This design comes from an exercise in tuning for small area, a short achievable clock period and few clock cycles on the open sky130 flow, not from production work.
Function was checked by simulation only, so behaviour that the tests miss may differ from the original.
Power figures rest on the tool's default switching activity, not on a simulated workload.

$ cat design/flow/config.mk
export PLATFORM = sky130hd
export DESIGN_NAME = pfsm
export DESIGN_NICKNAME = pfsm
export VERILOG_FILES = /design/flow/design.v
export SDC_FILE = /design/flow/constraint.sdc
export NUM_CORES = 8
export LEC_CHECK = 0
export CAP_MARGIN = 20
export CORE_MARGIN = 2
export CORE_UTILIZATION = 40
export SLEW_MARGIN = 20
$ cat design/flow/constraint.sdc
create_clock -name core_clock -period 10.0 [get_ports {clk}]
set_input_delay 2.0000 -clock core_clock [delete_from_list [all_inputs] [get_ports {clk}]]
set_output_delay 2.0000 -clock core_clock [all_outputs]
set_load 0.01 [all_outputs]
$ cat design/flow/design.v
module pfsm #(
    parameter [7:0] MARKER0      = 8'hA5,
    parameter [7:0] MARKER1      = 8'h5A,
    parameter [7:0] RETRY_BUDGET = 8'd2
) (
    input  wire         clk,
    input  wire         rst,
    input  wire         h_valid,
    output wire         h_ready,
    input  wire [18:0]  h_data,
    output reg          r_valid,
    input  wire         r_ready,
    output reg  [7:0]   r_data,
    output reg          r_last,
    input  wire         irq_valid,
    input  wire [3:0]   irq_flags,
    output reg          o_valid,
    input  wire         o_ready,
    output reg  [3:0]   o_op,
    output reg  [7:0]   o_data,
    input  wire         i_valid,
    output wire         i_ready,
    input  wire [7:0]   i_data,
    output wire         cip_req,
    output wire         cip_dir,
    output wire [127:0] cip_din,
    output wire [127:0] cip_key,
    input  wire         cip_done,
    input  wire         cip_timeout,
    input  wire [127:0] cip_dout,
    output wire         idle,
    output wire         fatal,
    output wire [2:0]   fault
);
    localparam [6:0] MAX_FRAME = 7'd96;
    localparam [3:0] OP_CONFIGURE = 4'd1,
                     OP_RX_ARM    = 4'd2,
                     OP_STROBE_RDY= 4'd3,
                     OP_FLUSH_RX  = 4'd4,
                     OP_FIFO_WR   = 4'd5,
                     OP_FIFO_BYTE = 4'd6,
                     OP_STROBE_TX = 4'd7,
                     OP_POWER_DN  = 4'd8,
                     OP_FIFO_RD   = 4'd9,
                     OP_METRICS   = 4'd10,
                     OP_MSG_AVAIL = 4'd11,
                     OP_DATA_SENT = 4'd12;
    localparam [1:0] M_UNINIT = 2'd0, M_RUN = 2'd1, M_STOPPED = 2'd2;
    localparam [2:0] F_OVERSIZE = 3'd1, F_NOT_INIT = 3'd2, F_TXDONE = 3'd3,
                     F_CRYPTO = 3'd4, F_BADCMD = 3'd5;
    localparam [4:0]
        ST_IDLE   = 5'd0,
        ST_DRAIN  = 5'd1,
        ST_INIT   = 5'd2,
        ST_INITW  = 5'd3,
        ST_RDSRC  = 5'd4,
        ST_RDDAT  = 5'd5,
        ST_W2STB  = 5'd6,
        ST_W2FRD  = 5'd7,
        ST_W2MET  = 5'd8,
        ST_W2FLU  = 5'd9,
        ST_W2PAR  = 5'd10,
        ST_RELIS  = 5'd11,
        ST_W3FLU  = 5'd12,
        ST_W3RET  = 5'd13,
        ST_XHDR   = 5'd14,
        ST_XDAT   = 5'd15,
        ST_XSTB   = 5'd16,
        ST_W2EM   = 5'd17;
    localparam [1:0] I_OFF = 2'd0, I_LEN = 2'd1, I_DAT = 2'd2, I_MET = 2'd3;
    reg [4:0]   st;
    reg [1:0]   mode;
    reg         fat;
    reg [2:0]   fault_r;
    reg         snap2, afill;
    reg         kact;
    reg [7:0]   next_seq, good_lqi, good_rssi;
    reg         tx_busy, tx_enc, tx_wack, tx_ack;
    reg [7:0]   tx_dest, tx_seq;
    reg [6:0]   tx_n;
    reg [1:0]   tx_retries;
    reg [2:0]   tx_lb;         
    reg [2:0]   tx_rot;        
    reg         rx_parsed, rx_decdone;
    reg [6:0]   rx_len;        
    reg [7:0]   rx_src, rx_rssi, rx_lqi;
    reg [7:0]   rx_b2, rx_seq, rx_b5;
    reg         rx_f0, rx_mk;
    reg [2:0]   rx_sh;         
    reg         iact, isrc, in_rdy;
    reg [6:0]   icnt;
    reg [1:0]   ist;
    reg [7:0]   frem;
    reg         creq, cdir, cfail, c_last, f_first, pend, p_last;
    reg [3:0]   sv;            
    reg         c_first;       
    reg         hr, ir, idl;
    reg [127:0] A;
    reg [31:0]  S;
    reg [127:0] key;
    reg [127:0] t0, t1, t2, t3, t4, t5;
    reg [127:0] q0, q1, q2, q3, q4, q5;
    assign h_ready = hr;
    assign i_ready = ir;
    assign idle    = idl;
    assign fatal   = fat;
    assign fault   = fault_r;
    assign cip_req = creq;
    assign cip_dir = cdir;
    assign cip_din = A;
    assign cip_key = key;
    wire o_free = !o_valid || o_ready;
    wire r_free = !r_valid || r_ready;
    reg  [7:0]  rx_plen;       
    always @(posedge clk) rx_plen <= rx_b2 - 8'd5;
    wire [6:0]  h20 = h_data[6:0] + 7'd20;
    reg  [18:0] cq;
    reg         cv;
    wire [2:0]  op   = cq[18:16];
    wire [7:0]  op_a = cq[15:8];
    wire [7:0]  op_n = cq[7:0];
    reg         cq_z, cq_16, cq_big, cq_lt;
    reg [2:0]   cq_pb;
    always @(posedge clk) begin
        cq     <= h_data;
        cq_z   <= (h_data[7:0] == 8'd0);
        cq_16  <= (h_data[7:0] == 8'd16);
        cq_big <= (h_data[7:0] > 8'd91);
        cq_lt  <= (h_data[7:0] < rx_plen);
        cq_pb  <= h20[6:4];
        if (rst) cv <= 1'b0;
        else     cv <= idl && h_valid;
    end
    wire [7:0] bus  = isrc ? i_data : h_data[7:0];
    wire       in_v = isrc ? i_valid : h_valid;
    wire       acc  = iact && in_rdy && in_v;
    wire [3:0] pos  = icnt[3:0];
    wire       lastb = (frem == 8'd1) || (isrc && icnt == 7'd95);
    wire       blk_cmp = acc && (pos == 4'd15 || lastb);
    wire       ok_done = creq && cip_done;
    wire       fail_now = creq && cip_timeout;
    wire       can_start = !creq || ok_done;
    wire       start = can_start && (pend || blk_cmp) && !cfail;
    wire       wA = acc && !creq;
    wire       wS = acc && creq;
    wire       tx_load = ok_done && !cdir;
    wire       rx_load = ok_done && cdir;
    wire       tx_rot_en = (tx_rot != 3'd0);
    wire       rx_sh_en  = (rx_sh != 3'd0);
    wire [7:0] tx_byte = (tx_rot == 3'd1) ? t1[7:0] : t0[8*icnt[3:0] +: 8];
    wire [7:0] rx_byte = (rx_sh == 3'd1) ? q1[7:0] : q0[8*icnt[3:0] +: 8];
    wire       tx_can  = (tx_rot == 3'd0) || (tx_rot == 3'd1 && icnt[3:0] == 4'd0);
    wire       rx_can  = (rx_sh == 3'd0) || (rx_sh == 3'd1 && icnt[3:0] == 4'd0);
    wire        frame_valid = (rx_len >= 7'd5) && rx_mk && (rx_b2 >= 8'd5) && (rx_b2 <= {1'b0, rx_len});
    wire [6:0]  rx_lm1  = rx_len - 7'd1;
    wire [2:0]  rx_lb   = rx_lm1[6:4];       
    wire [7:0]  rd_cnt  = cq_lt ? op_n : rx_plen;
    wire        relisten = tx_busy && tx_wack;
    reg [4:0]   st_n;
    reg [1:0]   mode_n;
    reg         fat_n;
    reg [2:0]   fault_n;
    reg         snap2_n, afill_n, kact_n;
    reg [7:0]   next_seq_n, good_lqi_n, good_rssi_n;
    reg         tx_busy_n, tx_enc_n, tx_wack_n, tx_ack_n;
    reg [7:0]   tx_dest_n, tx_seq_n;
    reg [6:0]   tx_n_n;
    reg [1:0]   tx_retries_n;
    reg [2:0]   tx_rot_n;
    reg         rx_parsed_n, rx_decdone_n;
    reg [6:0]   rx_len_n;
    reg [7:0]   rx_src_n, rx_rssi_n, rx_lqi_n;
    reg [2:0]   rx_sh_n;
    reg         iact_n, isrc_n, in_rdy_n;
    reg [6:0]   icnt_n;
    reg [1:0]   ist_n;
    reg [7:0]   frem_n;
    reg         creq_n, cdir_n, cfail_n, c_last_n, f_first_n, pend_n, p_last_n;
    reg         o_valid_n, r_valid_n, r_last_n;
    reg [3:0]   o_op_n;
    reg [7:0]   o_data_n, r_data_n;
    reg         fs_tx, fs_ack, fs_rx;
    reg [7:0]   fs_p, fs_seq;
    reg         acc_idle_n;
    reg [4:0]   st_b;
    reg         ov_b, rv_b, isrc_b;
    reg [1:0]   ist_b;
    wire        irq_go = idl && !h_valid && irq_valid && mode == M_RUN && !fat && irq_flags[2:0] != 3'd0;
    wire        irq_work = irq_flags[0] ? tx_busy : (irq_flags[2:1] != 2'd0);
    reg [3:0]   pw_op, pop, pop_n;
    reg         pw_dat, pdat, pdat_n;
    reg [4:0]   pw_st, pst, pst_n;
    always @(posedge clk) begin
        pop <= pop_n; pdat <= pdat_n; pst <= pst_n;
    end
    always @* begin
        st_n = st; mode_n = mode; fat_n = fat; fault_n = fault_r;
        snap2_n = snap2; afill_n = afill; kact_n = kact;
        next_seq_n = next_seq; good_lqi_n = good_lqi; good_rssi_n = good_rssi;
        tx_busy_n = tx_busy; tx_enc_n = tx_enc; tx_wack_n = tx_wack; tx_ack_n = tx_ack;
        tx_dest_n = tx_dest; tx_seq_n = tx_seq; tx_n_n = tx_n; tx_retries_n = tx_retries;
        tx_rot_n = tx_rot;
        rx_parsed_n = rx_parsed; rx_decdone_n = rx_decdone; rx_len_n = rx_len;
        rx_src_n = rx_src; rx_rssi_n = rx_rssi; rx_lqi_n = rx_lqi;
        rx_sh_n = rx_sh;
        iact_n = iact; isrc_n = isrc; icnt_n = icnt;
        ist_n = ist; frem_n = frem;
        creq_n = creq; cdir_n = cdir; cfail_n = cfail; c_last_n = c_last; f_first_n = f_first;
        pend_n = pend; p_last_n = p_last;
        o_valid_n = o_valid; o_op_n = o_op; o_data_n = o_data;
        r_valid_n = r_valid; r_data_n = r_data; r_last_n = r_last;
        pop_n = pop; pdat_n = pdat; pst_n = pst;
        pw_op = OP_RX_ARM; pw_dat = 1'b0; pw_st = ST_IDLE;
        fs_tx = 1'b0; fs_ack = 1'b0; fs_rx = (st == ST_W2FRD); fs_p = 8'd16; fs_seq = next_seq;
        if (o_valid && o_ready) o_valid_n = 1'b0;
        if (r_valid && r_ready) r_valid_n = 1'b0;
        if (tx_rot_en) tx_rot_n = tx_rot - 3'd1;
        if (rx_sh_en)  rx_sh_n  = rx_sh - 3'd1;
        if (acc) begin
            icnt_n = icnt + 7'd1;
            if (!isrc) frem_n = frem - 8'd1;
            if (lastb) iact_n = 1'b0;
        end
        if (start) begin
            creq_n    = 1'b1;
            f_first_n = 1'b0;
            c_last_n  = pend ? p_last : lastb;
            pend_n    = 1'b0;
        end else begin
            if (creq && (cip_done || cip_timeout)) creq_n = 1'b0;
            if (blk_cmp && !cfail) begin
                pend_n   = 1'b1;
                p_last_n = lastb;
            end
        end
        if (fail_now) begin
            cfail_n = 1'b1;
            pend_n  = 1'b0;
            fat_n   = 1'b1;
            if (fault_r == 3'd0) fault_n = F_CRYPTO;
        end
        if (tx_load) begin
            tx_rot_n = c_last ? (3'd5 - tx_lb) : 3'd1;
            if (c_last) begin
                tx_enc_n  = 1'b1;
                tx_wack_n = !tx_ack;
            end
        end
        if (rx_load) begin
            rx_sh_n = c_last ? (3'd5 - rx_lb) : 3'd1;
            if (c_last) rx_decdone_n = 1'b1;
        end
        case (ist)
        I_LEN: if (i_valid) begin
            rx_len_n = (i_data > 8'd96) ? MAX_FRAME : i_data[6:0];
            frem_n  = i_data;
            icnt_n  = 7'd0;
            iact_n  = (i_data != 8'd0);
            ist_n   = (i_data == 8'd0) ? I_MET : I_DAT;
        end
        I_DAT: if (i_valid && ir) begin
            frem_n = frem - 8'd1;
            if (frem == 8'd1) ist_n = I_MET;
        end
        I_MET: if (i_valid) begin
            case (frem[1:0])           
                2'd0: rx_src_n  = i_data;
                2'd3: rx_rssi_n = i_data;
                default: rx_lqi_n = i_data;
            endcase
            frem_n = frem - 8'd1;
            if (frem[1:0] == 2'd2) ist_n = I_OFF;
        end
        default: ;
        endcase
        if (kact && h_valid) begin
            frem_n = frem - 8'd1;
            if (frem == 8'd1) kact_n = 1'b0;
        end
        case (st)
        ST_IDLE: begin
            if (cv) begin
                frem_n = op_n;
                if (fat) begin
                    if ((op == 3'd0 || op == 3'd1) && !cq_z) st_n = ST_DRAIN;
                end else if (op == 3'd6 || op == 3'd7) begin
                    fat_n = 1'b1; if (fault_r == 3'd0) fault_n = F_BADCMD;
                end else if (op == 3'd0 && !cq_16) begin
                    fat_n = 1'b1; if (fault_r == 3'd0) fault_n = F_BADCMD;
                    if (!cq_z) st_n = ST_DRAIN;
                end else if (op != 3'd0 && mode != M_RUN) begin
                    fat_n = 1'b1; if (fault_r == 3'd0) fault_n = F_NOT_INIT;
                    if (op == 3'd1 && !cq_z) st_n = ST_DRAIN;
                end else if (op == 3'd0 && mode == M_RUN) begin
                    st_n = ST_DRAIN;
                end else begin
                    case (op)
                    3'd0: begin                   
                        next_seq_n  = 8'd0;
                        good_lqi_n  = 8'd0;
                        good_rssi_n = 8'd0;
                        tx_busy_n   = 1'b0;
                        tx_enc_n    = 1'b0;
                        tx_wack_n   = 1'b0;
                        rx_parsed_n = 1'b0;
                        kact_n      = 1'b1;
                        o_valid_n = 1'b1; o_op_n = OP_CONFIGURE; o_data_n = op_a;
                        st_n        = ST_INIT;
                    end
                    3'd1: begin                   
                        if (cq_big) begin
                            fat_n = 1'b1; if (fault_r == 3'd0) fault_n = F_OVERSIZE;
                            st_n = ST_DRAIN;
                        end else if (tx_busy) begin
                            if (!cq_z) st_n = ST_DRAIN;
                        end else begin
                            tx_busy_n    = 1'b1;
                            tx_enc_n     = 1'b0;
                            tx_wack_n    = 1'b0;
                            tx_ack_n     = 1'b0;
                            tx_dest_n    = op_a;
                            tx_seq_n     = next_seq;
                            next_seq_n   = next_seq + 8'd1;
                            tx_retries_n = RETRY_BUDGET[1:0];
                            tx_n_n       = op_n[6:0];
                            tx_rot_n     = 3'd0;
                            icnt_n       = 7'd5;
                            iact_n       = (!cq_z);
                            isrc_n       = 1'b0;
                            cdir_n       = 1'b0;
                            cfail_n      = 1'b0;
                            fs_tx        = 1'b1;
                            fs_p         = {1'b0, cq_pb, 4'b0};
                            if (cq_z) begin
                                creq_n    = 1'b1;
                                c_last_n  = 1'b1;
                                f_first_n = 1'b0;
                            end else begin
                                f_first_n = 1'b1;
                            end
                            afill_n      = 1'b0;
                            snap2_n      = 1'b0;
                            st_n         = ST_XHDR;
                        end
                    end
                    3'd2: begin                   
                        r_valid_n = 1'b1;
                        if (!rx_parsed) begin
                            r_data_n = 8'd0;
                            r_last_n = 1'b1;
                        end else begin
                            r_data_n    = rd_cnt;
                            r_last_n    = 1'b0;
                            frem_n     = rd_cnt[6:0];
                            rx_parsed_n = 1'b0;
                            st_n        = ST_RDSRC;
                        end
                    end
                    3'd3: begin                   
                        r_valid_n = 1'b1; r_data_n = good_lqi; r_last_n = 1'b1;
                    end
                    3'd4: begin                   
                        r_valid_n = 1'b1; r_data_n = good_rssi; r_last_n = 1'b1;
                    end
                    3'd5: begin                   
                        o_valid_n = 1'b1; o_op_n = OP_POWER_DN; o_data_n = 8'd0;
                        mode_n = M_STOPPED;
                    end
                    default: ;
                    endcase
                end
            end
        end
        ST_DRAIN: if (h_valid) begin
            frem_n = frem - 8'd1;
            if (frem == 8'd1) st_n = ST_IDLE;
        end
        ST_INIT: if (o_free) begin
            o_valid_n = 1'b1; o_op_n = OP_RX_ARM; o_data_n = 8'd0;
            st_n = ST_INITW;
        end
        ST_INITW: if (!kact) begin
            mode_n = M_RUN;
            st_n   = ST_IDLE;
        end
        ST_RDSRC: if (r_free) begin
            r_valid_n = 1'b1; r_data_n = rx_src; r_last_n = (frem == 7'd0);
            icnt_n = 4'd5;
            st_n = (frem == 7'd0) ? ST_IDLE : ST_RDDAT;
        end
        ST_RDDAT: if (r_free && rx_can) begin
            r_valid_n = 1'b1; r_data_n = rx_byte; r_last_n = (frem == 7'd1);
            icnt_n  = icnt[3:0] + 4'd1;
            frem_n = frem - 7'd1;
            if (icnt[3:0] == 4'd15) rx_sh_n = 3'd1;
            if (frem == 7'd1) st_n = ST_IDLE;
        end
        ST_W2STB: if (o_free) begin
            o_valid_n = 1'b1; o_op_n = OP_STROBE_RDY; o_data_n = 8'd0;
            st_n = ST_W2FRD;
        end
        ST_W2FRD: if (o_free) begin
            o_valid_n = 1'b1; o_op_n = OP_FIFO_RD; o_data_n = 8'd0;
            st_n = ST_W2MET;
        end
        ST_W2MET: if (o_free && ist == I_MET) begin    
            o_valid_n = 1'b1; o_op_n = OP_METRICS; o_data_n = 8'd0;
            st_n = ST_W2FLU;
        end
        ST_W2FLU: if (o_free && ist == I_OFF) begin
            o_valid_n = 1'b1; o_op_n = OP_FLUSH_RX; o_data_n = 8'd0;
            st_n = (rx_len == 7'd0) ? ST_RELIS : ST_W2PAR;
        end
        ST_W2PAR: begin
            if (cfail) begin
                st_n = ST_IDLE;
            end else if (rx_decdone) begin
                pw_op = OP_RX_ARM; pw_dat = 1'b0;
                pw_st = snap2 ? ST_W3FLU : ST_IDLE;
                if (!frame_valid) begin
                    pw_dat = relisten;
                end else begin
                    good_lqi_n  = rx_lqi;
                    good_rssi_n = rx_rssi;
                    if (rx_f0) begin
                        if (rx_b2 >= 8'd6 && tx_busy && tx_seq == rx_b5) begin
                            tx_busy_n = 1'b0; tx_enc_n = 1'b0; tx_wack_n = 1'b0;
                            pw_op = OP_DATA_SENT;
                            pw_st = ST_RELIS;
                        end else begin
                            pw_dat = 1'b1;
                        end
                    end else if (rx_b2 != 8'd5) begin
                        rx_parsed_n = 1'b1;
                        pw_op = OP_MSG_AVAIL;
                        if (tx_busy) begin
                            pw_st = ST_RELIS;
                        end else begin
                            tx_busy_n    = 1'b1;
                            tx_enc_n     = 1'b0;
                            tx_wack_n    = 1'b0;
                            tx_ack_n     = 1'b1;
                            tx_dest_n    = rx_src;
                            tx_seq_n     = next_seq;
                            next_seq_n   = next_seq + 8'd1;
                            tx_retries_n = 2'd0;
                            tx_n_n       = 7'd1;
                            tx_rot_n     = 3'd0;
                            cdir_n       = 1'b0;
                            cfail_n      = 1'b0;
                            fs_ack       = 1'b1;
                            creq_n       = 1'b1;
                            c_last_n     = 1'b1;
                            f_first_n    = 1'b0;
                            afill_n      = 1'b1;
                            pw_st        = snap2 ? ST_W3FLU : ST_XHDR;
                        end
                    end else begin
                        rx_parsed_n = 1'b1;
                        pw_dat = relisten;
                    end
                end
                pop_n = pw_op; pdat_n = pw_dat; pst_n = pw_st;
                if (o_free) begin
                    o_valid_n = 1'b1; o_op_n = pw_op; o_data_n = {7'd0, pw_dat};
                    st_n = pw_st;
                end else begin
                    st_n = ST_W2EM;
                end
            end
        end
        ST_W2EM: if (o_free) begin
            o_valid_n = 1'b1; o_op_n = pop; o_data_n = {7'd0, pdat};
            st_n = pst;
        end
        ST_RELIS: if (o_free) begin
            o_valid_n = 1'b1; o_op_n = OP_RX_ARM; o_data_n = {7'd0, relisten};
            st_n = snap2 ? ST_W3FLU : ST_IDLE;
        end
        ST_W3FLU: if (o_free) begin
            o_valid_n = 1'b1; o_op_n = OP_FLUSH_RX; o_data_n = 8'd0;
            if (afill) st_n = ST_XHDR;
            else if (tx_busy && tx_enc) st_n = ST_W3RET;
            else st_n = ST_IDLE;
        end
        ST_W3RET: if (o_free) begin
            o_valid_n = 1'b1;
            if (tx_retries == 2'd0) begin
                tx_busy_n = 1'b0; tx_enc_n = 1'b0; tx_wack_n = 1'b0;
                o_op_n = OP_RX_ARM; o_data_n = 8'd0;
                st_n = ST_IDLE;
            end else begin
                tx_retries_n = tx_retries - 2'd1;
                o_op_n = OP_FIFO_WR; o_data_n = tx_dest;
                icnt_n = 7'd0;
                st_n = ST_XDAT;
            end
        end
        ST_XHDR: begin
            if (cfail) begin
                if (!iact) st_n = ST_IDLE;
            end else if (tx_enc && o_free) begin
                o_valid_n = 1'b1; o_op_n = OP_FIFO_WR; o_data_n = tx_dest;
                icnt_n = 7'd0;
                st_n = ST_XDAT;
            end
        end
        ST_XDAT: if (o_free && tx_can) begin
            o_valid_n = 1'b1; o_op_n = OP_FIFO_BYTE; o_data_n = tx_byte;
            icnt_n = icnt + 7'd1;
            if (icnt[3:0] == 4'd15) begin
                if (icnt[6:4] == tx_lb) begin
                    tx_rot_n = 3'd6 - tx_lb;
                    st_n = ST_XSTB;
                end else begin
                    tx_rot_n = 3'd1;
                end
            end
        end
        ST_XSTB: if (o_free) begin
            o_valid_n = 1'b1; o_op_n = OP_STROBE_TX; o_data_n = 8'd0;
            st_n = ST_IDLE;
        end
        default: st_n = ST_IDLE;
        endcase
        st_b = st_n; ov_b = o_valid_n; rv_b = r_valid_n; isrc_b = isrc_n; ist_b = ist_n;
        if (irq_go) begin
            snap2_n = irq_flags[2];
            afill_n = 1'b0;
            if (irq_flags[1] && !(irq_flags[0] && !tx_busy)) begin
                rx_parsed_n  = 1'b0;
                rx_decdone_n = 1'b0;
                rx_sh_n      = 3'd0;
                ist_n        = I_LEN;
                f_first_n    = 1'b1;
                cfail_n      = 1'b0;
                cdir_n       = 1'b1;
                isrc_n       = 1'b1;
            end
            if (irq_flags[0]) begin
                if (!tx_busy) begin
                    fat_n = 1'b1; if (fault_r == 3'd0) fault_n = F_TXDONE;
                end else begin
                    o_valid_n = 1'b1; o_op_n = OP_RX_ARM; o_data_n = {7'd0, tx_wack};
                    if (!tx_wack) begin
                        tx_busy_n = 1'b0; tx_enc_n = 1'b0;
                    end
                    if (irq_flags[1]) st_n = ST_W2STB;
                    else if (irq_flags[2]) st_n = ST_W3FLU;
                end
            end else if (irq_flags[1]) begin
                o_valid_n = 1'b1; o_op_n = OP_STROBE_RDY; o_data_n = 8'd0;
                st_n = ST_W2FRD;
            end else begin
                o_valid_n = 1'b1; o_op_n = OP_FLUSH_RX; o_data_n = 8'd0;
                if (tx_busy && tx_enc) st_n = ST_W3RET;
            end
        end
        begin : rdy
            reg [3:0] p_n;
            p_n = acc ? pos + 4'd1 : pos;
            in_rdy_n = iact_n && !(creq_n && p_n >= 4'd4);
        end
        if (fs_tx) in_rdy_n = iact_n;
        if (ist == I_LEN && i_valid) in_rdy_n = 1'b1;
        acc_idle_n = (st_b == ST_IDLE) && !ov_b && !rv_b;
    end
    wire op0  = (op == 3'd0);
    wire op1  = (op == 3'd1);
    wire op67 = (op[2:1] == 2'b11);
    wire run  = (mode == M_RUN);
    wire d_init = !fat && op0 && cq_16 && !run;
    wire d_fill = !fat && op1 && run && !cq_big && !tx_busy;
    wire d_drain = fat ? ((op0 || op1) && !cq_z) :
                   op67 ? 1'b0 :
                   (op0 && !cq_16) ? !cq_z :
                   (!op0 && !run) ? (op1 && !cq_z) :
                   op0 ? 1'b1 :
                   op1 ? (cq_big || (tx_busy && !cq_z)) : 1'b0;
    wire d_nowork = fat ? !((op0 || op1) && !cq_z) :
                    op67 ? 1'b1 :
                    (op0 && !cq_16) ? cq_z :
                    (!op0 && !run) ? !(op1 && !cq_z) :
                    (op1 && !cq_big && tx_busy && cq_z);
    wire dec    = (st == ST_IDLE) && cv;
    wire h_last = h_valid && (frem == 8'd1);
    wire idle_x = ((st == ST_IDLE) && !cv && o_free && r_free) ||
                  (dec && d_nowork) ||
                  ((st == ST_DRAIN) && h_last) ||
                  ((st == ST_INITW) && !kact && o_free) ||
                  ((st == ST_W2PAR) && cfail && o_free) ||
                  ((st == ST_XHDR) && cfail && !iact && o_free);
    wire tx_act  = iact && !isrc;
    wire acc_t   = tx_act && in_rdy && h_valid;
    wire [3:0] p_t = acc_t ? pos + 4'd1 : pos;
    wire blk_t   = acc_t && (pos == 4'd15 || frem == 8'd1);
    wire start_t = (!creq || ok_done) && (pend || blk_t) && !cfail;
    wire creq_t  = start_t || (creq && !(cip_done || cip_timeout));
    wire hr_tx_x = (tx_act && !(acc_t && frem == 8'd1) && !(creq_t && p_t >= 4'd4)) ||
                   (dec && d_fill && !cq_z);
    wire hr_x    = idle_x ||
                   ((st == ST_DRAIN) && !h_last) || (dec && d_drain) ||
                   (kact && !(h_valid && frem == 8'd1)) || (dec && d_init) ||
                   hr_tx_x;
    always @(posedge clk) begin
        if (rst) begin
            st <= ST_IDLE; mode <= M_UNINIT; fat <= 1'b0; fault_r <= 3'd0;
            kact <= 1'b0; tx_busy <= 1'b0; tx_rot <= 3'd0;
            rx_parsed <= 1'b0; rx_sh <= 3'd0;
            iact <= 1'b0; in_rdy <= 1'b0; ist <= I_OFF;
            creq <= 1'b0; pend <= 1'b0; cfail <= 1'b0;
            o_valid <= 1'b0; r_valid <= 1'b0;
            hr <= 1'b0; ir <= 1'b0; idl <= 1'b0;
        end else begin
            st <= st_n; mode <= mode_n; fat <= fat_n; fault_r <= fault_n;
            kact <= kact_n; tx_busy <= tx_busy_n; tx_rot <= tx_rot_n;
            rx_parsed <= rx_parsed_n; rx_sh <= rx_sh_n;
            iact <= iact_n; in_rdy <= in_rdy_n; ist <= ist_n;
            creq <= creq_n; pend <= pend_n; cfail <= cfail_n;
            o_valid <= o_valid_n; r_valid <= r_valid_n;
            if (idl) begin
                hr  <= !h_valid && !(irq_go && irq_work);
                ir  <= irq_go && irq_flags[1] && !(irq_flags[0] && !tx_busy);
                idl <= !h_valid && !(irq_go && irq_work);
            end else begin
                hr  <= hr_x;
                ir  <= (ist_b == I_LEN) || (ist_b == I_MET) || (ist_b == I_DAT && (!iact_n || in_rdy_n));
                idl <= idle_x;
            end
        end
    end
    always @(posedge clk) begin
        snap2 <= snap2_n; afill <= afill_n;
        next_seq <= next_seq_n; good_lqi <= good_lqi_n; good_rssi <= good_rssi_n;
        tx_enc <= tx_enc_n; tx_wack <= tx_wack_n; tx_ack <= tx_ack_n;
        tx_dest <= tx_dest_n; tx_seq <= tx_seq_n; tx_n <= tx_n_n; tx_retries <= tx_retries_n;
        rx_decdone <= rx_decdone_n; rx_len <= rx_len_n;
        rx_src <= rx_src_n; rx_rssi <= rx_rssi_n; rx_lqi <= rx_lqi_n;
        isrc <= isrc_n; icnt <= icnt_n;
        frem <= frem_n;
        cdir <= cdir_n; c_last <= c_last_n; f_first <= f_first_n; p_last <= p_last_n;
        o_op <= o_op_n; o_data <= o_data_n;
        r_data <= r_data_n; r_last <= r_last_n;
        tx_lb  <= (tx_n + 7'd4) >> 4;
        if (rx_load && c_first) begin
            rx_mk  <= (cip_dout[7:0] == MARKER0) && (cip_dout[15:8] == MARKER1);
            rx_b2  <= cip_dout[23:16];
            rx_f0  <= cip_dout[24];
            rx_seq <= cip_dout[39:32];
            rx_b5  <= cip_dout[47:40];
        end
    end
    always @(posedge clk) begin
        if (start) c_first <= f_first;
    end
    wire       fs_hdr = fs_tx || fs_ack;
    wire       a_clr  = fs_hdr || fs_rx || ok_done;
    wire [7:0] busz   = a_clr ? 8'h00 : bus;
    wire [7:0] hdr2   = fs_p;
    wire [7:0] hdr4   = fs_seq;
    wire [7:0] hdr5   = fs_ack ? rx_seq : 8'h00;
    integer k;
    always @(posedge clk) begin
        for (k = 0; k < 16; k = k + 1) begin
            if ((wA && pos == k) || a_clr) begin
                if (k < 4 && ok_done && ((wS && pos[1:0] == k) || sv[k]))
                    A[8*k +: 8] <= (wS && pos[1:0] == k) ? bus : S[8*k +: 8];
                else if (k == 0 && fs_hdr) A[8*k +: 8] <= MARKER0;
                else if (k == 1 && fs_hdr) A[8*k +: 8] <= MARKER1;
                else if (k == 2 && fs_hdr) A[8*k +: 8] <= hdr2;
                else if (k == 3 && fs_hdr) A[8*k +: 8] <= {7'd0, fs_ack};
                else if (k == 4 && fs_hdr) A[8*k +: 8] <= hdr4;
                else if (k == 5 && fs_hdr) A[8*k +: 8] <= hdr5;
                else                       A[8*k +: 8] <= busz;
            end
        end
        for (k = 0; k < 4; k = k + 1)
            if (wS && pos[1:0] == k) S[8*k +: 8] <= bus;
    end
    always @(posedge clk) begin
        if (rst) sv <= 4'd0;
        else if (ok_done || fail_now) sv <= 4'd0;
        else if (wS) sv <= sv | (4'd1 << pos[1:0]);
    end
    always @(posedge clk) begin
        if (tx_rot_en) begin
            t0 <= t1; t1 <= t2; t2 <= t3; t3 <= t4; t4 <= t5;
        end
        if (tx_rot_en) t5 <= t0;
        else if (creq && !cdir) t5 <= cip_dout;    
    end
    always @(posedge clk) begin
        if (rx_sh_en) begin
            q0 <= q1; q1 <= q2; q2 <= q3; q3 <= q4; q4 <= q5;
        end
        if (creq && cdir) q5 <= cip_dout;          
    end
    reg       kv;
    always @(posedge clk) begin
        if (rst) kv <= 1'b0;
        else     kv <= kact && h_valid;
        if (kv) key <= {cq[7:0], key[127:8]};
    end
endmodule
$ cat design/flow/flow/run.sh
#!/bin/bash
# Layout: the standard ORFS flow (standard.sh, unchanged synthesis) with
# these settings:
#  - timing repair aims for 6.5 ns of setup slack (the default flow allows 5),
#  - no gate cloning during timing repair,
#  - port buffers are sky130_fd_sc_hd__buf_1,
#  - clock-tree sink clusters of up to 25 flip-flops within 80 um.
# All tool output goes to standard.log here (and ORFS's own logs under orfs/).
export SETUP_SLACK_MARGIN=6.5
export SKIP_GATE_CLONING=1
export BUFFER_PORTS_ARGS="-buffer_cell sky130_fd_sc_hd__buf_1"
export CTS_CLUSTER_SIZE=25
export CTS_CLUSTER_DIAMETER=80
bash standard.sh finish > standard.log 2>&1
$ cat design/flow/standard.sh
#!/bin/bash
# synth_recipe.tcl (not shown) runs the flow's synth.tcl, then flattens the netlist and writes it again
# the make line also repeats each setting of config.mk as NAME=value (left out here)
make -C /OpenROAD-flow-scripts/flow DESIGN_CONFIG=/design/flow/config.mk WORK_HOME=/design/flow/orfs CLKGATE_MAP_FILE= SYNTH_SCRIPT=/design/flow/synth_recipe.tcl "${@:-finish}"
==> flow_summary_export.csv, run 1 <==
group,metric,value,unit
status,status,"timing/DRC/antenna clean",
yosys,ys_types,88,
yosys,synth-compound-area-share,0.0411,
yosys,synth_top_family_by_area,"simple AND/OR/NAND/NOR gates",
finish,area_growth,11.3,%
floorplan,coreArea,179000,µm²
global_route,antenna_found_initial,42,
clock_tree,cts_sinks,2060,
yosys,synth_xor_area_frac,0.00558,
critical_path,path_max_fanout,31,
detailed_routing,drc_errors,0,
sta,fin_skew,0.0355,ns
sta,tns,0,ns
yosys,syn_inst,4012,
clock_tree,clkLatencyLatePin,0.77,ns
critical_path,crit_arrival,4.15,ns
finish,drive_above_1_share,0.0839,
global_route,grt_util_all_layers,0.179,
detailed_routing,wirelength,170,mm
floorplan,dieArea,184000,µm²
placed_design,dp_hpwl,116,mm
yosys,syn_nets,4214,
yosys,ys_seq_area_frac,0.837,
yosys,synth_edf_count,1918,
sta,rsz0062_at_grt,"true",
clock_tree,holdBufCountCts,0,
yosys,synth_ff_type,"edfxtp_1",
sta,tightest_slew,1.17,ns
power,cellPowerDensity,302,nW/µm²
sta,final.period_utilization,0.356,
sta,min_period,3.56,ns
yosys,yosys_warnings,25,
power,p_comb_frac,0.178,
power,p_int,17.4,mW
floorplan,initial_core_util,0.403,
clock_tree,cts.path.max_buffers,3,
placed_design,gp_congestion,0.920,
global_route,grt_max_degree,194,
yosys,synth-seq-cells,2060,
floorplan,chipWidth,429,µm
yosys,yosys.area_share.adder,0.00603,
floorplan,rows,155,
critical_path,crit_required,10.59,ns
sta,hold_viol,0,
yosys,syn_area_per_cell,18.0,µm²
finish,finalNonFillerCells,6911,
floorplan,num_io_pins,456,
sta,slew_headroom,0.217,
finish,final_nets,4708,
clock_tree,clk_pin_slew,0.09,ns
run,drv_cap,0,
power,cellLeakagePower,26.8,nW
yosys,syn-cell-area,72200,µm²
critical_path,startpoint_type,"primary input",
detailed_routing,via_per_inst,5.19,
global_route,grt_pass1_vias,34171,
clock_tree,root_buffer,"clkbuf_16",
clock_tree,cts_tree,"built",
sta,hold_slack,0.400,ns
yosys,async_flop_share,0,
clock_tree,cts_buffers,102,
sta,maxSlewViolCount,0,
critical_path,crit_path_end_kind,"register",
power,vdd_drop_max,0.000333,V
detailed_routing,vias,35848,
floorplan,die_h,429,µm
yosys,synthMuxAreaShare,0.0293,
detailed_routing,drt_first_iter_violations,3697,
global_route,grt_pass1_wl,240,mm
finish,final_util,0.449,
global_route,gr-total-overflow,0,
placed_design,portBuffers,454,
detailed_routing,wl_per_cell,24.6,µm
power,p_sw,6.93,mW
detailed_routing,first_pass_iters,6,
min_path,hold_path.class,"register to register",
detailed_routing,drtAntennaViolNets,0,
critical_path,criticalPathCategory,"primary input to register",
yosys,yosys.area_share.simple,0.0695,
clock_tree,htree_levels,3,
power,seqPwrFrac,0.627,
sta,setup_viol,0,
sta,fmax,281,MHz
finish,fill_cells,15544,
placed_design,dp.cells,6750,
power,netSwitchingFraction,0.285,
power,pwr-share-clk,0.194,
==> flip-flops by register name, indices dropped and copies added (netlist names), 19 cells and up <==
| name | cells |
|---|---|
| t1 | 128 |
| q1 | 128 |
| t4 | 128 |
| S | 32 |
| t0 | 128 |
| q5 | 128 |
| q3 | 128 |
| cq | 19 |
| q4 | 128 |
| A | 128 |
| t3 | 128 |
| q0 | 128 |
| q2 | 128 |
| key | 128 |
| t2 | 128 |
| t5 | 128 |
==> through the flow <==
| step | area, µm² | total power, mW | worst slack [ns] |
|---|---|---|---|
| after CTS | 80200 | 24.5 | 6.40 |
| final | 80400 | 24.3 | 6.44 |
| after global routing | 80400 | 25.4 | 6.42 |
| after floorplan | 72300 | 17.9 | 5.78 |
| after global placement | 76900 | 19.6 | 4.98 |
| after detailed placement | 76900 | 19.8 | 5.10 |
==> Yosys cell counts (all sizes together), types with 24 or more instances <==
master  number  share of area
nand2      633          0.033
mux4        79          0.025
and2        26         0.0023
a21oi       86         0.0060
nand2b      68         0.0061
ha          34         0.0059
clkbuf      94         0.0049
nor2       137         0.0072
xnor2       27         0.0033
and3        33         0.0029
nor3        37         0.0026
mux2i       29         0.0040
nor2b       24         0.0021
dfxtp      142          0.039
nand3       39         0.0027
buf         47         0.0033
inv         62         0.0032
edfxtp    1918           0.80
o21ai      136         0.0094
a31oi       39         0.0034
==> power groups by stage <==
stage                     registers [mW]  clock network [mW]  logic, mW
after floorplan                     15.2                   0       2.70
after global placement              15.3                   0       4.31
after detailed placement            15.5                   0       4.36
after CTS                           15.3                4.88       4.39
after global routing                15.5                5.16       4.75
final                               15.2                4.72       4.34
==> layout make-up <==
cell class | instances | area (µm²) | area share
Clock inverter | 28 | 407 | 0.00506
Clock buffer | 125 | 2740 | 0.0341
Sequential cell | 2060 | 60500 | 0.752
Tap cell | 2355 | 2950 | 0.0366
Antenna cell | 1 | 2.50 | 0.0000311
Multi-Input combinational cell | 1747 | 11100 | 0.138
Inverter | 64 | 248 | 0.00308
Timing Repair Buffer | 531 | 2480 | 0.0309
==> worst paths after layout <==
path | start | endpoint | slack, ns | depth (start not counted)
setup / recovery | o_ready | st[2]$_SDFF_PP0_ | 6.44 | 9
hold / removal | t5[19]$_DFFE_PP_ | t4[19]$_DFFE_PN_ | 0.40 | 0
setup reg to reg | st[2]$_SDFF_PP0_ | A[54]$_DFFE_PP_ | 6.62 | 7
hold reg to reg | t5[19]$_DFFE_PP_ | t4[19]$_DFFE_PN_ | 0.40 | 0
==> worst max-delay path, stage by stage <==
cell	delay, ns
buf_1	0.12
nor2b_2	0.05
buf_4	0.25
a211oi_2	0.42
and2_1	0.27
and3_1	0.20
o2111ai_1	0.27
o31ai_1	0.34
a41oi_1	0.20
==> layout by cell type (no fill, tap or decap), drive strengths merged, types with 16 or more instances in the layout <==
| cell type | synthesis | layout |
|---|---|---|
| o221ai | 16 | 16 |
| o21ai | 136 | 136 |
| inv | 62 | 75 |
| a222oi | 16 | 16 |
| and2 | 26 | 26 |
| buf | 47 | 530 |
| a31oi | 39 | 39 |
| nor2b | 24 | 24 |
| dfxtp | 142 | 142 |
| mux4 | 79 | 79 |
| ha | 34 | 34 |
| mux2i | 29 | 29 |
| xor2 | 19 | 19 |
| nor2 | 137 | 137 |
| nand4 | 20 | 20 |
| nor3 | 37 | 37 |
| nor4 | 18 | 18 |
| edfxtp | 1918 | 1918 |
| xnor2 | 27 | 27 |
| nand2 | 633 | 633 |
| nand2b | 68 | 68 |
| a21oi | 86 | 86 |
| clkbuf | 94 | 126 |
| nand3 | 39 | 39 |
| and3 | 33 | 33 |
==> routing by layer <==
layer  GRT usage  vias up  wire length, µm
met4      0.0487       22             4850
li1            -    16248                -
met3      0.0310      276             9490
met2       0.308     1193            84600
met1       0.235    18109            70800
met5           0        -              138
==> cells by family after synthesis <==
logic type,Yosys count
adder cells (fa/ha/maj),35
XOR/XNOR,46
AND/OR/NAND/NOR,1100
buffers and inverters,205
multiplexers,112
AO/OA/AOI/OAI,454
flip-flops,2060
==> repair_timing <==
item | CTS | global route
resized for setup | 50 | 19
pin swaps | 0 | 1
buffers inserted | 1 | 5
setup endpoints to repair | 339 | 189
Testbench counts, summed over its fixed seeds: cycles 167,131.
==> run 2: changes to the inputs <==
--- a/design/flow/config.mk
+++ b/design/flow/config.mk
@@ -8,4 +8,4 @@
 export CAP_MARGIN = 20
 export CORE_MARGIN = 2
-export CORE_UTILIZATION = 40
+export CORE_UTILIZATION = 70
 export SLEW_MARGIN = 20
==> run 2 against run 1 <==
- still clean on timing, DRC and antenna
- sequential share of layout area up 1.7 points
- fmax up 1.4%
- wire length down 2.1%
- register-to-register slack about the same
- critical path type unchanged
- largest power group unchanged
==> flow_summary_export.csv, run 2 <==
group,metric,value,unit
sta,slew_headroom,0.304,
detailed_routing,vias,37132,
critical_path,path_cells,"buf_1 -> nor2b_2 -> buf_4 -> nor3_1 -> buf_4 -> nor2_1 -> nand4_1 -> a2111oi_0 -> a21oi_1",
clock_tree,cts_buffers,94,
floorplan,dieArea,106000,µm²
yosys,syn_area_per_cell,18.0,µm²
sta,fmax,285,MHz
sta,min_period,3.51,ns
clock_tree,cts_tree,"built",
floorplan,die_h,325,µm
yosys,yosys_warnings,25,
finish,fill_cells,5594,
placed_design,dp.cells,5757,
finish,drive_above_1_share,0.0768,
critical_path,crit_path_end_kind,"register",
yosys,syn-cell-area,72200,µm²
finish,final_cell_mix,"1,918 x edfxtp_1, 632 x nand2_1, 452 x buf_1",
sta,final.period_utilization,0.351,
yosys,synth_top_area_frac,0.798,
clock_tree,holdBufCountCts,0,
placed_design,dp_hpwl,105,mm
critical_path,slowest_stage,"a2111oi_0",
floorplan,initial_core_util,0.708,
finish,final_common_cell,"edfxtp_1",
critical_path,max_stage_delay,0.69,ns
detailed_routing,drtAntennaViolNets,0,
clock_tree,clk_pin_slew,0.10,ns
floorplan,chipWidth,325,µm
yosys,syn_nets,4214,
yosys,async_flop_share,0,
yosys,synth_ff_type,"edfxtp_1",
run,drv_cap,0,
detailed_routing,drc_errors,0,
yosys,ys_seq_area_frac,0.837,
critical_path,crit_required,10.59,ns
global_route,grt_util_all_layers,0.313,
sta,maxSlewViolCount,0,
critical_path,startpoint_type,"primary input",
critical_path,path_max_fanout,31,
sta,rsz0062_at_grt,"true",
critical_path,rr_startpoint,"st[2]$_SDFF_PP0_",
clock_tree,cts.path.max_buffers,3,
status,status,"timing/DRC/antenna clean",
sta,setup_viol,0,
detailed_routing,drt_first_iter_violations,4473,
placed_design,portBuffers,454,
critical_path,crit_arrival,4.10,ns
detailed_routing,via_per_inst,6.30,
power,total_power,24.2,mW
yosys,yosysMostFrequentCell,"edfxtp_1",
yosys,ys_types,88,
detailed_routing,wirelength,166,mm
placed_design,gp_congestion,0.966,
power,vdd_drop_max,0.000390,V
power,cellLeakagePower,26.5,nW
yosys,synth-seq-cells,2060,
critical_path,criticalPathCategory,"primary input to register",
finish,fin_area,78600,µm²
yosys,synth.largest_area_cell,"edfxtp_1",
clock_tree,cts_sinks,2060,
floorplan,coreArea,102000,µm²
critical_path,cpMostUsedCell,"buf_4",
global_route,grt_pass1_wl,238,mm
sta,tns,0,ns
yosys,synthTopCellsByArea,"edfxtp_1 80%, dfxtp_1 3.9%, nand2_1 3.3%, mux4_2 2.5%, o21ai_0 0.92%",
detailed_routing,first_pass_iters,6,
placed_design,place_area,75700,µm²
yosys,synth_edf_count,1918,
global_route,grt_max_degree,210,
min_path,hold_path.class,"register to register",
floorplan,num_io_pins,456,
finish,finalNonFillerCells,5898,
critical_path,startpoint,"o_ready",
clock_tree,root_buffer,"clkbuf_16",
yosys,syn_inst,4012,
finish,area_growth,8.88,%
yosys,synth_common_cells,"1,918 x edfxtp_1, 633 x nand2_1, 142 x dfxtp_1",
clock_tree,htree_levels,3,
sta,fin_skew,0.0471,ns
global_route,gr-total-overflow,0,
global_route,grt_pass1_vias,35491,
finish,final_nets,4692,
clock_tree,clkLatencyLatePin,0.74,ns
global_route,antenna_found_initial,20,
sta,tightest_slew,1.04,ns
floorplan,rows,117,
critical_path,cp_num_buf_inv,3,
detailed_routing,wl_per_cell,28.2,µm
power,cellPowerDensity,307,nW/µm²
finish,final_util,0.771,
min_path,min_from,"t1[23]$_DFFE_PN_",
sta,hold_viol,0,
critical_path,path_delay_family,"compound AO/OA/AOI/OAI gates",
==> run 2: cell counts after synthesis <==
No cell type changed its count.
==> run 2: per-layer routing <==
metal / up-vias / wire, µm / GRT usage / share of wire
li1: 16171 / - / - / -
met1: 18641 / 64500 / 0.440 / 0.39
met2: 1972 / 81000 / 0.505 / 0.49
met3: 336 / 13600 / 0.0506 / 0.082
met4: 12 / 7050 / 0.125 / 0.042
met5: - / 78 / 0 / 0.00047
==> run 2: layout make-up <==
| class | instances | area [µm²] | share of cell area |
|---|---|---|---|
| Sequential cell | 2060 | 60500 | 0.769 |
| Multi-Input combinational cell | 1747 | 11200 | 0.142 |
| Clock buffer | 114 | 2450 | 0.0311 |
| Timing Repair Buffer | 523 | 2380 | 0.0303 |
| Tap cell | 1368 | 1710 | 0.0218 |
| Inverter | 64 | 274 | 0.00348 |
| Clock inverter | 11 | 174 | 0.00221 |
| Antenna cell | 11 | 27.5 | 0.000350 |
==> run 2: path summary, 6_finish.rpt <==
check	slack (ns)	cells after the start	to
worst max register to register	6.63	7	A[114]$_DFFE_PP_
worst max-delay path	6.49	9	o_valid$_SDFF_PP0_
worst min-delay path	0.39	0	t0[23]$_DFFE_PN_
worst min register to register	0.39	0	t0[23]$_DFFE_PN_
==> run 2: per-stage QoR <==
stage	hold WS, ns	setup WS, ns
6_report	0.394	6.49
5_1_grt	0.402	6.46
4_1_cts	0.395	6.50
3_5_place_dp	0.405	5.06
3_3_place_gp	0.400	5.05
2_1_floorplan	0.400	5.78
==> run 2: power by group <==
group | total [mW] | switching [mW] | internal (mW)
clock | 4.29 | 2.52 | 1.77
combinational | 4.35 | 3.28 | 1.07
sequential | 15.5 | 1.21 | 14.3
==> run 2: kinds of logic (layout without fill, tap and decap cells) <==
family | Yosys count | in the layout | share of synthesized area
DFF | 2060 | 2060 | 0.837
buffers and inverters | 205 | 712 | 0.0115
AOI/OAI and AO/OA | 454 | 454 | 0.0411
muxes | 112 | 112 | 0.0293
xor gates and xnor gates | 46 | 46 | 0.00558
adders and majority gates | 35 | 35 | 0.00603
other | 0 | 11 | 0
and+or+nand+nor | 1100 | 1100 | 0.0695
==> run 2: what timing repair did <==
action	in CTS	in global routing
buffers inserted	2	2
pin swaps	1	2
resized for setup	49	25
endpoints found under the setup margin	385	240
==> run 3: changes to the inputs <==
--- a/design/flow/config.mk
+++ b/design/flow/config.mk
@@ -8,4 +8,5 @@
 export CAP_MARGIN = 20
 export CORE_MARGIN = 2
-export CORE_UTILIZATION = 70
+export CORE_UTILIZATION = 60
+export PLACE_DENSITY = 0.75
 export SLEW_MARGIN = 20
==> run 3 against run 2 <==
- still clean on timing, DRC and antenna
- core utilization is 11 points lower
- global-route usage is 5.1 points lower
- die area is 16% higher
- count of clock-buffer cells in the layout is 20 higher
- sequential cell count stayed put
- sequential share of layout area is 0.80 points lower
- first-iteration DRC count is 6.1% lower
- clock skew is 0.0015 ns lower
- combinational power is 4% higher
- critical path depth is 3 lower
==> flow_summary_export.csv, run 3 <==
group,metric,value,unit
power,vdd_drop_max,0.000282,V
critical_path,crit_required,10.37,ns
yosys,synth_xor_area_frac,0.00558,
critical_path,crit_arrival,3.86,ns
global_route,grt_pass1_vias,34408,
yosys,synth_ff_type,"edfxtp_1",
placed_design,portBuffers,454,
detailed_routing,vias,36323,
placed_design,dp_hpwl,109,mm
sta,tightest_slew,1.13,ns
yosys,ys_seq_area_frac,0.837,
run,drv_cap,0,
yosys,yosys.area_share.simple,0.0695,
yosys,syn_area_per_cell,18.0,µm²
sta,final.period_utilization,0.349,
finish,final_common_cell,"edfxtp_1",
yosys,synth.largest_area_cell,"edfxtp_1",
finish,fill_cells,7935,
floorplan,dieArea,123000,µm²
power,cellPowerDensity,307,nW/µm²
placed_design,gp_congestion,0.930,
min_path,hold_path.class,"register to register",
sta,tns,0,ns
sta,setup_ws,6.51,ns
yosys,yosys_warnings,25,
clock_tree,root_buffer,"clkbuf_16",
detailed_routing,drc_errors,0,
floorplan,rows,127,
clock_tree,cts_tree,"built",
clock_tree,holdBufCountCts,0,
detailed_routing,via_per_inst,5.88,
detailed_routing,drtAntennaViolNets,0,
yosys,syn_inst,4012,
placed_design,pre_cts_slack,5.15,ns
yosys,async_flop_share,0,
finish,multi_input_area,11200,µm²
floorplan,coreArea,120000,µm²
detailed_routing,drt_first_iter_violations,4200,
sta,hold_viol,0,
floorplan,die_h,351,µm
yosys,synth-compound-area-share,0.0411,
clock_tree,htree_levels,3,
floorplan,num_io_pins,456,
floorplan,chipWidth,351,µm
clock_tree,clk_pin_slew,0.09,ns
power,cellLeakagePower,26.7,nW
critical_path,max_stage_delay,0.74,ns
yosys,synthTopCellsByArea,"edfxtp_1 80%, dfxtp_1 3.9%, nand2_1 3.3%, mux4_2 2.5%, o21ai_0 0.92%",
yosys,ys_types,88,
finish,final_cell_mix,"1,918 x edfxtp_1, 631 x nand2_1, 451 x buf_1",
status,status,"timing/DRC/antenna clean",
finish,final_nets,4700,
sta,setup_viol,0,
yosys,synth_edf_count,1918,
finish,drive_above_1_share,0.0814,
global_route,antenna_found_initial,33,
yosys,synthMuxAreaShare,0.0293,
yosys,synth_top_family_by_area,"simple AND/OR/NAND/NOR gates",
critical_path,slowest_stage,"nor2_1",
clock_tree,cts_buffers,98,
critical_path,crit_path_end_kind,"register",
placed_design,place_area,75900,µm²
yosys,synth_top_area_frac,0.798,
finish,area_growth,10.0,%
global_route,grt_util_all_layers,0.262,
clock_tree,cts_sinks,2060,
detailed_routing,first_pass_iters,9,
finish,register_area,60500,µm²
yosys,syn_nets,4214,
sta,rsz0062_at_grt,"true",
global_route,grt_max_degree,215,
critical_path,startpoint_type,"primary input",
sta,min_period,3.49,ns
yosys,synth_common_cells,"1,918 x edfxtp_1, 633 x nand2_1, 142 x dfxtp_1",
sta,slew_headroom,0.243,
detailed_routing,wirelength,164,mm
global_route,grt_pass1_wl,231,mm
yosys,yosysMostFrequentCell,"edfxtp_1",
clock_tree,clkLatencyLatePin,0.74,ns
sta,maxSlewViolCount,0,
yosys,syn-cell-area,72200,µm²
critical_path,path_cells,"buf_1 -> nand2b_2 -> o211ai_1 -> nand2_1 -> o221ai_1 -> nor2_1",
floorplan,initial_core_util,0.604,
detailed_routing,wl_per_cell,26.6,µm
sta,fin_skew,0.0456,ns
yosys,synth-seq-cells,2060,
yosys,yosys.area_share.adder,0.00603,
critical_path,criticalPathCategory,"primary input to register",
finish,fin_area,79500,µm²
clock_tree,cts.path.max_buffers,3,
critical_path,path_max_fanout,8,
global_route,gr-total-overflow,0,
sta,fmax,286,MHz
run 3: cell count changes in the layout (fill, tap and decap cells not counted), sizes merged:
cell / before / now
clkinvlp: 5 / 4
diode: 11 / 10
clkinv: 6 / 9
clkbuf: 115 / 134
bufinv: 0 / 2
buf: 522 / 527
inv: 64 / 73
run 3: cell families after synthesis:
| group | count (synthesis) |
|---|---|
| AO/OA/AOI/OAI | 454 |
| XOR/XNOR | 46 |
| adder cells (fa/ha/maj) | 35 |
| buffers and inverters | 205 |
| flip-flops | 2060 |
| multiplexers | 112 |
| AND/OR/NAND/NOR | 1100 |
run 3: report_power, final:
| group | internal, mW | switching [mW] | total [mW] |
|---|---|---|---|
| clock | 1.96 | 2.56 | 4.52 |
| combinational | 1.17 | 3.36 | 4.53 |
| sequential | 14.3 | 1.09 | 15.3 |
| total | 17.4 | 7.01 | 24.4 |
run 3: path summary, 6_finish.rpt:
kind / from / to / slack (ns) / cells past startpoint
setup reg to reg: icnt[1]$_DFF_P_ / r_data[4]$_DFFE_PP_ / 6.52 / 6
hold / removal: q4[102]$_DFFE_PN_ / q3[102]$_DFFE_PN_ / 0.40 / 0
hold reg to reg: q4[102]$_DFFE_PN_ / q3[102]$_DFFE_PN_ / 0.40 / 0
setup / recovery: r_ready / r_data[0]$_DFFE_PP_ / 6.51 / 6
run 3: area by class of cell:
class | count | area share
Sequential cell | 2060 | 0.761
Multi-Input combinational cell | 1747 | 0.141
Clock buffer | 134 | 0.0334
Timing Repair Buffer | 527 | 0.0320
Tap cell | 1612 | 0.0254
Clock inverter | 24 | 0.00411
Inverter | 64 | 0.00331
Antenna cell | 10 | 0.000315
run 3: through the flow:
stage	cells	hold slack, ns	utilization	power, mW
2_1_floorplan	4012	0.400	-	17.9
3_3_place_gp	6000	0.400	0.635	19.4
3_5_place_dp	6000	0.405	0.635	19.8
4_1_cts	6164	0.402	0.662	24.4
5_1_grt	6173	0.413	0.664	25.4
6_report	6178	0.395	0.664	24.4
run 3: critical path: cells and delay by family:
family                 cells  cell delay [ns]
AND/OR/NAND/NOR            3             1.20
AO/OA/AOI/OAI              2             0.59
buffers and inverters      1             0.06
run 3: metal layers:
metal,GRT usage,vias up,routed length [µm]
li1,-,16224,-
met1,0.347,18102,63400
met2,0.438,1660,80900
met3,0.0440,307,12800
met4,0.106,30,6930
met5,0,-,197
run 3: what timing repair did:
| item | CTS | global route |
|---|---|---|
| hold endpoints to repair | 0 | 0 |
| pin swaps | 0 | 1 |
| setup buffers | 6 | 3 |
| gates cloned | 0 | 0 |
| gates resized for setup | 54 | 31 |
| endpoints found under the setup margin | 888 | 510 |
==> run 4: changes to the inputs <==
--- a/design/flow/config.mk
+++ b/design/flow/config.mk
@@ -9,4 +9,3 @@
 export CORE_MARGIN = 2
 export CORE_UTILIZATION = 60
-export PLACE_DENSITY = 0.75
 export SLEW_MARGIN = 20
==> run 4 against run 3 <==
- still clean on timing, DRC and antenna
- synthesized area is the same
- sequential power about the same
- synthesized cell count is the same
- die area unchanged
- power down 1.6%
- first-iteration DRC count fell by 0.71%
- count of clock-buffer cells in the layout rose by 7
- via count fell by 1.2%
- non-clock buffer count decreased by 5
- combinational power decreased by 4.9%
- wire length is 3.9% lower
==> flow_summary_export.csv, run 4 <==
group,metric,value,unit
critical_path,crit_required,10.58,ns
global_route,gr-total-overflow,0,
yosys,synth_common_cells,"1,918 x edfxtp_1, 633 x nand2_1, 142 x dfxtp_1",
sta,setup_ws,6.49,ns
floorplan,initial_core_util,0.604,
finish,final_cell_mix,"1,918 x edfxtp_1, 632 x nand2_1, 446 x buf_1",
global_route,grt_max_degree,207,
floorplan,chipWidth,351,µm
floorplan,die_h,351,µm
clock_tree,clkLatencyLatePin,0.72,ns
status,status,"timing/DRC/antenna clean",
yosys,synth_edf_count,1918,
finish,final_util,0.661,
critical_path,criticalPathCategory,"primary input to register",
yosys,syn_area_per_cell,18.0,µm²
sta,hold_slack,0.405,ns
placed_design,dp.cells,6000,
min_path,hold_path.class,"register to register",
run,drv_cap,0,
critical_path,crit_arrival,4.09,ns
floorplan,dieArea,123000,µm²
yosys,synth_ff_type,"edfxtp_1",
placed_design,pre_cts_slack,5.04,ns
finish,drive_above_1_share,0.0774,
sta,fin_skew,0.0284,ns
critical_path,startpoint_type,"primary input",
detailed_routing,via_per_inst,5.82,
sta,slew_headroom,0.175,
detailed_routing,wl_per_cell,25.6,µm
detailed_routing,vias,35883,
sta,final.period_utilization,0.351,
placed_design,place_area,76000,µm²
finish,fin_area,79100,µm²
finish,final_nets,4693,
sta,maxSlewViolCount,0,
sta,fmax,285,MHz
finish,finalNonFillerCells,6167,
sta,tightest_slew,1.24,ns
sta,tns,0,ns
placed_design,gp_congestion,0.942,
yosys,yosys_warnings,25,
detailed_routing,wirelength,158,mm
clock_tree,cts_sinks,2060,
finish,final_common_cell,"edfxtp_1",
critical_path,path_max_fanout,18,
floorplan,coreArea,120000,µm²
global_route,grt_pass1_wl,225,mm
detailed_routing,drt_first_iter_violations,4170,
floorplan,rows,127,
yosys,ys_types,88,
yosys,syn_nets,4214,
clock_tree,cts_tree,"built",
global_route,antenna_found_initial,8,
power,total_power,24.0,mW
critical_path,crit_path_end_kind,"register",
clock_tree,cts_buffers,96,
placed_design,portBuffers,454,
power,cellLeakagePower,26.6,nW
detailed_routing,first_pass_iters,6,
global_route,grt_util_all_layers,0.254,
yosys,synth_top_area_frac,0.798,
clock_tree,clk_pin_slew,0.10,ns
sta,rsz0062_at_grt,"true",
yosys,synth.largest_area_cell,"edfxtp_1",
placed_design,dp_hpwl,104,mm
floorplan,num_io_pins,456,
yosys,synthTopCellsByArea,"edfxtp_1 80%, dfxtp_1 3.9%, nand2_1 3.3%, mux4_2 2.5%, o21ai_0 0.92%",
power,vdd_drop_max,0.000318,V
finish,area_growth,9.60,%
sta,min_period,3.51,ns
sta,setup_viol,0,
global_route,grt_pass1_vias,33177,
yosys,yosysMostFrequentCell,"edfxtp_1",
yosys,ys_seq_area_frac,0.837,
yosys,async_flop_share,0,
clock_tree,cts.path.max_buffers,3,
clock_tree,root_buffer,"clkbuf_16",
yosys,syn-cell-area,72200,µm²
yosys,syn_inst,4012,
yosys,synth-seq-cells,2060,
detailed_routing,drc_errors,0,
power,cellPowerDensity,303,nW/µm²
sta,hold_viol,0,
clock_tree,htree_levels,3,
detailed_routing,drtAntennaViolNets,0,
run 4: logic make-up after synthesis:
logic type | Yosys count | share of synthesized area
compound gates | 454 | 0.0411
simple gates | 1100 | 0.0695
buf+inv | 205 | 0.0115
xor+xnor | 46 | 0.00558
mux | 112 | 0.0293
fa+ha+maj | 35 | 0.00603
flops | 2060 | 0.837
run 4: where the power goes:
| part | switching, mW | internal (mW) | leakage [nW] |
|---|---|---|---|
| Sequential | 0.987 | 14.3 | 19.4 |
| Combinational | 3.23 | 1.08 | 5.78 |
| Clock | 2.54 | 1.88 | 1.36 |
| Total | 6.76 | 17.2 | 26.6 |
run 4: what timing repair did:
item,4_1_cts,5_1_grt
pin swaps,1,0
hold buffers,0,0
resized for setup,33,30
setup buffers,4,1
endpoints found under the setup margin,388,241
run 4: worst paths after layout:
path | end | from | slack (ns) | depth (start not counted)
worst min register to register | q1[37]$_DFFE_PN_ | q2[37]$_DFFE_PN_ | 0.40 | 0
worst max register to register | A[109]$_DFFE_PP_ | st[2]$_SDFF_PP0_ | 6.63 | 7
worst min-delay path | q1[37]$_DFFE_PN_ | q2[37]$_DFFE_PN_ | 0.40 | 0
worst max-delay path | o_data[1]$_DFF_P_ | o_ready | 6.49 | 9
run 4: final cells by class:
| cell class | instances | area [µm²] |
|---|---|---|
| Sequential cell | 2060 | 60500 |
| Fill cell | 8150 | 40500 |
| Multi-Input combinational cell | 1747 | 11100 |
| Clock buffer | 141 | 2590 |
| Timing Repair Buffer | 522 | 2410 |
| Tap cell | 1612 | 2020 |
| Inverter | 64 | 259 |
| Clock inverter | 14 | 249 |
| Antenna cell | 7 | 17.5 |
run 4: worst max-delay path, stage by stage:
cell      delay, ns
buf_1          0.13
nand2b_1       0.12
buf_4          0.26
a31oi_1        0.24
or3_1          0.48
nor3_1         0.35
buf_4          0.24
nand2b_1       0.14
a31oi_1        0.11
run 4: per-layer routing:
metal | GRT usage | vias up | routed length [µm]
met2 | 0.391 | 1461 | 72800
met3 | 0.0400 | 216 | 11500
met4 | 0.0730 | 2 | 4400
li1 | - | 16218 | -
met5 | 0 | - | 14
met1 | 0.381 | 17986 | 69100
==> run 5: changes to the inputs <==
==> design/flow/flow/run.sh (replaced) <==
#!/bin/bash
# Layout: the standard ORFS flow (standard.sh, unchanged synthesis) with
# these settings:
#  - timing repair aims for 6.9 ns of setup slack (the default flow allows 5),
#  - no gate cloning during timing repair,
#  - port buffers are sky130_fd_sc_hd__buf_1,
#  - clock-tree sink clusters of up to 25 flip-flops within 80 um.
# All tool output goes to standard.log here (and ORFS's own logs under orfs/).
export SETUP_SLACK_MARGIN=6.9
export SKIP_GATE_CLONING=1
export BUFFER_PORTS_ARGS="-buffer_cell sky130_fd_sc_hd__buf_1"
export CTS_CLUSTER_SIZE=25
export CTS_CLUSTER_DIAMETER=80
bash standard.sh finish > standard.log 2>&1
==> run 5 against run 4 <==
- synthesized cell count unchanged
- count of clock-buffer cells in the layout fell by 17
- critical path depth is 8 lower
- non-clock buffer count up 191
- still clean on timing, DRC and antenna
- fmax up 3.5%
- largest power group unchanged
- die area is the same
- sequential share of layout area decreased by 2.6 points
==> flow_summary_export.csv, run 5 <==
group,metric,value,unit
detailed_routing,top_layer_used,"met5",
sta,slew_headroom,0.270,
clock_tree,clk_pin_slew,0.10,ns
finish,area_growth,13.5,%
power,vdd_drop_max,0.000244,V
sta,final.period_utilization,0.339,
critical_path,startpoint_type,"register",
yosys,syn_inst,4012,
global_route,gr-total-overflow,0,
global_route,grt_util_all_layers,0.258,
sta,tightest_slew,1.09,ns
yosys,syn_nets,4214,
yosys,synth_ff_type,"edfxtp_1",
critical_path,startpoint,"r_data[3]$_DFFE_PP_",
global_route,grt_max_degree,217,
critical_path,criticalPathCategory,"register to output port",
clock_tree,cts_buffers,96,
yosys,yosysMostFrequentCell,"edfxtp_1",
finish,final_cell_mix,"1,918 x edfxtp_1, 631 x nand2_1, 226 x buf_4",
critical_path,path_delay_family,"flip-flops",
detailed_routing,met3_length,12.1,mm
critical_path,crit_arrival,1.39,ns
critical_path,path_cells,"buf_6",
sta,setup_viol,0,
yosys,yosys_warnings,25,
critical_path,slowest_stage,"edfxtp_1",
sta,tns,0,ns
min_path,hold_path.class,"register to register",
clock_tree,cts_sinks,2060,
global_route,grt_pass1_vias,34262,
floorplan,chipWidth,351,µm
critical_path,reg2reg_depth,12,
finish,final_common_cell,"edfxtp_1",
sta,fin_skew,0.0405,ns
detailed_routing,first_pass_iters,6,
global_route,grt_pass1_wl,228,mm
floorplan,die_h,351,µm
critical_path,max_stage_delay,0.52,ns
status,status,"timing/DRC/antenna clean",
placed_design,pre_cts_slack,5.07,ns
yosys,synthTopCellsByArea,"edfxtp_1 80%, dfxtp_1 3.9%, nand2_1 3.3%, mux4_2 2.5%, o21ai_0 0.92%",
min_path,hold-path-cell-count,0,
yosys,synth.largest_area_cell,"edfxtp_1",
yosys,synth_edf_count,1918,
finish,final_util,0.685,
sta,maxSlewViolCount,0,
yosys,syn_area_per_cell,18.0,µm²
run,drv_cap,0,
clock_tree,htree_levels,3,
yosys,synth_top_area_frac,0.798,
placed_design,portBuffers,454,
critical_path,cp_num_buf_inv,1,
floorplan,num_io_pins,456,
detailed_routing,wl_met1,69.7,mm
finish,drive_above_1_share,0.193,
yosys,ys_types,88,
sta,min_period,3.39,ns
detailed_routing,met2_length,76.7,mm
power,cellPowerDensity,295,nW/µm²
min_path,min_from,"q4[6]$_DFFE_PN_",
finish,fin_area,82000,µm²
detailed_routing,via_per_inst,5.83,
placed_design,dp_hpwl,106,mm
critical_path,rr_startpoint,"rx_len[5]$_SDFFCE_PN1P_",
detailed_routing,drt_first_iter_violations,4217,
detailed_routing,wirelength,164,mm
yosys,async_flop_share,0,
detailed_routing,drc_errors,0,
clock_tree,cts.path.max_buffers,3,
clock_tree,cts_tree,"built",
critical_path,crit_cells,1,
sta,fmax,295,MHz
detailed_routing,drtAntennaViolNets,0,
sta,setup_ws,6.61,ns
floorplan,dieArea,123000,µm²
clock_tree,root_buffer,"clkbuf_16",
global_route,antenna_found_initial,18,
detailed_routing,wl_per_cell,25.8,µm
clock_tree,clkLatencyLatePin,0.72,ns
yosys,ys_seq_area_frac,0.837,
detailed_routing,vias,36965,
sta,rsz0062_at_grt,"true",
placed_design,place_area,75900,µm²
yosys,synth-seq-cells,2060,
critical_path,crit_required,8.00,ns
yosys,syn-cell-area,72200,µm²
floorplan,coreArea,120000,µm²
critical_path,path_max_fanout,1,
critical_path,crit_path_end_kind,"output port",
placed_design,gp_congestion,0.947,
yosys,synth_common_cells,"1,918 x edfxtp_1, 633 x nand2_1, 142 x dfxtp_1",
sta,hold_viol,0,
finish,final_nets,4884,
floorplan,initial_core_util,0.604,
floorplan,rows,127,
power,cellLeakagePower,28.6,nW
run 5: cell counts after synthesis:
No cell type changed its count.
run 5: logic make-up (layout without fill, tap and decap cells):
family                     after synthesis  count (layout)  share of synthesized area
other                                    0               8                          0
muxes                                  112             112                     0.0293
DFF                                   2060            2060                      0.837
xor gates and xnor gates                46              46                    0.00558
buffers and inverters                  205             917                     0.0115
and+or+nand+nor                       1100            1100                     0.0695
adders and majority gates               35              35                    0.00603
AOI/OAI and AO/OA                      454             454                     0.0411
run 5: cell type report:
class	count	area, µm²
antenna	8	20.0
inverter	64	269
multi-input combinational	1747	11600
clock inverter	16	231
timing repair buffer	713	4690
fill	7927	37700
tap	1612	2020
clock buffer	124	2590
sequential	2060	60500
run 5: stage by stage:
stage          hold slack, ns  cells  total power [mW]
3_5_place_dp            0.405   5996              19.8
4_1_cts                 0.407   6257              24.3
2_1_floorplan           0.400   4012              17.9
3_3_place_gp            0.400   5995              19.6
5_1_grt                 0.419   6341              25.2
6_report                0.407   6344              24.2
run 5: repair_timing:
action | 4_1_cts | 5_1_grt
setup endpoints to repair | 913 | 597
pin swaps | 16 | 16
resized for setup | 310 | 285
setup buffers | 121 | 77
hold buffers | 0 | 0
run 5: final timing paths:
| check | to | slack [ns] |
|---|---|---|
| worst max-delay path | r_data[3] | 6.61 |
| worst min-delay path | q3[6]$_DFFE_PN_ | 0.41 |
| worst max register to register | A[84]$_DFFE_PP_ | 6.99 |
| worst min register to register | q3[6]$_DFFE_PN_ | 0.41 |
run 5: routing by layer:
layer  vias to the layer above  global-route usage
met5                         -                   0
li1                      16580                   -
met2                      1451               0.402
met1                     18663               0.379
met4                         6              0.0837
met3                       265              0.0426
run 5: where the power goes:
| group | total (mW) | internal [mW] | switching (mW) |
|---|---|---|---|
| clock network | 4.42 | 1.89 | 2.53 |
| logic | 4.55 | 1.21 | 3.34 |
| registers | 15.2 | 14.3 | 0.969 |

## what the ideal ports hide
In the flow no input, the clock included, has a driving cell. The finished layouts below were timed again as built, in two steps.
Step 1 (the two cells are an assumption about what drives the block):
set clk [get_ports {clk}]
set_driving_cell -lib_cell sky130_fd_sc_hd__clkbuf_16 $clk
set_driving_cell -lib_cell sky130_fd_sc_hd__buf_2 [delete_from_list [all_inputs] $clk]
Step 2 times the ports against the registers' clock, not the clock port: input delays grow and output delays shrink by t, the midpoint of the rising clock arrivals with the driver on.
Slacks: no drivers / after step 1 / after step 2; pairs: no drivers / after step 1.
run | t (ns) | setup WS [ns] | worst setup path at the end | worst slew at a driven data input, ns
run 1 | 0.831 | 6.439 / 6.427 / 5.620 | input to register | 0.17
run 2 | 0.788 | 6.489 / 6.481 / 5.747 | input to register | 0.19
run 3 | 0.793 | 6.507 / 6.492 / 5.739 | input to register | 0.15
run 4 | 0.787 | 6.489 / 6.459 / 5.756 | input to register | 0.17
run 5 | 0.770 | 6.608 / 6.536 / 6.057 | input to register | 0.17
After both steps setup and hold are still met in every run listed. The setup slack of run 1, which loses most, moves by -0.012 ns with the drivers and by -0.819 ns with both steps.
